This design comes from an exercise in tuning for small area, a short achievable clock period and few clock cycles on the open sky130 flow, not from production work.
Function was checked by simulation only, so behaviour that the tests miss may differ from the original.

## v36
## biquad_bank
module biquad_bank (
    input  wire        clk,
    input  wire        rst,
    input  wire        cmd_valid,
    output wire        cmd_ready,
    input  wire [1:0]  cmd_op,       
    input  wire [7:0]  cmd_motor,
    input  wire [7:0]  cmd_sel,
    input  wire [31:0] cmd_x,
    input  wire [31:0] cmd_b0,
    input  wire [31:0] cmd_b1,
    input  wire [31:0] cmd_b2,
    input  wire [31:0] cmd_a1,
    input  wire [31:0] cmd_a2,
    output reg         rsp_valid,
    output reg         rsp_ok,
    output reg  [31:0] rsp_data
);
    localparam OP_INIT  = 2'd0;
    localparam OP_APPLY = 2'd1;
    localparam OP_READ  = 2'd2;
    localparam OP_ERR   = 2'd3;
    reg [31:0] f_b0 [0:3];            
    reg [31:0] f_b1 [0:3];
    reg [31:0] f_b2 [0:3];
    reg [31:0] f_a1 [0:3];
    reg [31:0] f_a2 [0:3];
    reg [1:0]  ph;                    
    reg [31:0] f_s1 [0:3];
    reg [31:0] f_s2 [0:3];
    reg [31:0] f_in [0:3];
    reg [31:0] f_out[0:3];
    reg [3:0]  f_ready;
    reg        cmd_error;
    reg        rdy;
    reg        r1_v;
  ...
Size: about 2200 flip-flops.
export LEC_CHECK = 0
export ABC_AREA = 1
export CAP_MARGIN = 20
export CORE_MARGIN = 2
export CORE_UTILIZATION = 40
export PLACE_DENSITY = 0.5
export SLEW_MARGIN = 20
create_clock -name core_clock -period 24.0 [get_ports {clk}]
standard.sh (not shown) runs the stock make flow with config.mk's settings and CLKGATE_MAP_FILE= SYNTH_SCRIPT=/design/flow/synth_recipe.tcl, a recipe that flattens the netlist after the stock synthesis.
==> flow/flow/run.sh <==
#!/bin/bash
# Layout with the standard flow (standard.sh: standard synthesis, floorplan,
# placement, CTS, routing, at the design's clock and constraints), asking the
# resizer's timing repair for extra setup slack so that it also shortens paths
# that already meet the 24 ns clock. All make output goes to flow_make.log;
# ORFS keeps each step's own log under orfs/logs/.
set -euo pipefail
bash standard.sh SETUP_SLACK_MARGIN=15 finish > flow_make.log 2>&1
Testbench counts of v36, summed over its fixed seeds: cycles 6,032.
Edits applied to the flow inputs when going from v36 to v3:
diff --git a/flow/flow/run.sh b/flow/flow/run.sh
--- a/flow/flow/run.sh
+++ b/flow/flow/run.sh
@@ -7,2 +7,2 @@
 set -euo pipefail
-bash standard.sh SETUP_SLACK_MARGIN=15 finish > flow_make.log 2>&1
+bash standard.sh SETUP_SLACK_MARGIN=15.5 finish > flow_make.log 2>&1
Findings:
- v3: via count about 1.8% above v36
- Measured against each other, v36 and v3 differ in clock tree cell share of total cell area, the lower figure coming from v3.
- On v3: count of clock-buffer cells in the layout is 1.1% lower than what v36 gave.

---

Starting RTL as in the previous note.
==> flow/config.mk <==
export PLATFORM = sky130hd
export DESIGN_NAME = biquad_bank
export DESIGN_NICKNAME = biquad_bank
export VERILOG_FILES = /design/flow/design.v
export SDC_FILE = /design/flow/constraint.sdc
export NUM_CORES = 4
export LEC_CHECK = 0
export ABC_AREA = 1
export CAP_MARGIN = 20
export CORE_MARGIN = 2
export CORE_UTILIZATION = 40
export CTS_BUF_LIST = sky130_fd_sc_hd__clkbuf_8
export CTS_CLUSTER_SIZE = 24
export PLACE_DENSITY = 0.5
export SLEW_MARGIN = 20
==> flow/constraint.sdc <==
create_clock -name core_clock -period 24.0 [get_ports {clk}]
set_input_delay 4.8000 -clock core_clock [delete_from_list [all_inputs] [get_ports {clk}]]
set_output_delay 4.8000 -clock core_clock [all_outputs]
set_load 0.01 [all_outputs]
==> flow/flow/run.sh <==
#!/bin/bash
# Layout with the standard flow (standard.sh: standard synthesis, floorplan,
# placement, CTS, routing, at the design's clock and constraints), asking the
# resizer's timing repair for extra setup slack so that it also shortens paths
# that already meet the 24 ns clock. All make output goes to flow_make.log;
# ORFS keeps each step's own log under orfs/logs/.
set -euo pipefail
bash standard.sh SETUP_SLACK_MARGIN=15 finish > flow_make.log 2>&1
Testbench counts at the start, summed over its fixed seeds: cycles 6,032.
Then changed:
--- a/flow/flow/run.sh
+++ b/flow/flow/run.sh
@@ -8 +8 @@
-bash standard.sh SETUP_SLACK_MARGIN=15 finish > flow_make.log 2>&1
+bash standard.sh SETUP_SLACK_MARGIN=16.5 finish > flow_make.log 2>&1
Settings changed: CTS_BUF_LIST sky130_fd_sc_hd__clkbuf_8 to not set, CTS_CLUSTER_SIZE 24 to not set.
Result: Critical path depth rose by 5; global-route usage went up by 2.2 points; worst setup slack improves by 0.049 ns; worst hold slack improves by 0.038 ns; cell count is higher by 2.5%; sequential share of layout area shrinks by 2.0 points; core utilization climbs by 4.8 points.

---

Starting RTL as in the previous note.
export LEC_CHECK = 0
export ABC_AREA = 1
export CAP_MARGIN = 20
export CORE_MARGIN = 2
export CORE_UTILIZATION = 40
export PLACE_DENSITY = 0.5
export SLEW_MARGIN = 20
create_clock -name core_clock -period 24.0 [get_ports {clk}]
==> flow/flow/run.sh <==
#!/bin/bash
# Layout with the standard flow (standard.sh: standard synthesis, floorplan,
# placement, CTS, routing, at the design's clock and constraints), asking the
# resizer's timing repair for extra setup slack so that it also shortens paths
# that already meet the 24 ns clock. All make output goes to flow_make.log;
# ORFS keeps each step's own log under orfs/logs/.
set -euo pipefail
bash standard.sh SETUP_SLACK_MARGIN=14 finish > flow_make.log 2>&1
The starting point ran to the end with no violations.
Testbench counts at the start, summed over its fixed seeds: cycles 6,032.
Then changed:
--- a/flow/flow/run.sh
+++ b/flow/flow/run.sh
@@ -7,2 +7,2 @@
 set -euo pipefail
-bash standard.sh SETUP_SLACK_MARGIN=14 finish > flow_make.log 2>&1
+bash standard.sh SETUP_SLACK_MARGIN=15 finish > flow_make.log 2>&1
- CORE_UTILIZATION: 40 -> 46
- PLACE_DENSITY: 0.5 -> 0.56
Result:
- die area fell by 13%
- non-clock buffer count rose by 300
- final cell count fell by 1.8%
- worst setup slack gains 0.88 ns

-- separate check: timing with driven ports --
In the flow no input, the clock included, has a driving cell. The finished layouts below were timed again as built, in two steps.
Step 1, drivers: a clkbuf_16 drives clk and a buf_2 each remaining input, both assumed.
Step 2 times the ports against the registers' clock, not the clock port: input delays grow and output delays shrink by t, the midpoint of the rising clock arrivals with the driver on.
Three values: ideal, step 1, step 2; two values: the first two.
run | t (ns) | setup slack, ns | worst setup path at the end | latest minus earliest clock arrival (ns) | slew at the worst register clock pin (ns)
v36 | 1.108 | 15.287 / 15.287 / 15.287 | register to register | 0.096 / 0.096 | 0.08 / 0.08
v3 | 1.099 | 15.413 / 15.413 / 15.413 | register to register | 0.116 / 0.116 | 0.07 / 0.07
the first run of note 2 | 1.325 | 15.136 / 15.136 / 15.136 | register to register | 0.166 / 0.166 | 0.09 / 0.09
the second run of note 2 | 1.097 | 15.185 / 15.185 / 15.185 | register to register | 0.084 / 0.085 | 0.08 / 0.08
the first run of note 3 | 1.108 | 14.323 / 14.323 / 14.323 | register to register | 0.091 / 0.091 | 0.08 / 0.08
the second run of note 3 | 1.073 | 15.198 / 15.198 / 15.198 | register to register | 0.132 / 0.132 | 0.08 / 0.08
After both steps every run listed still meets setup and hold.
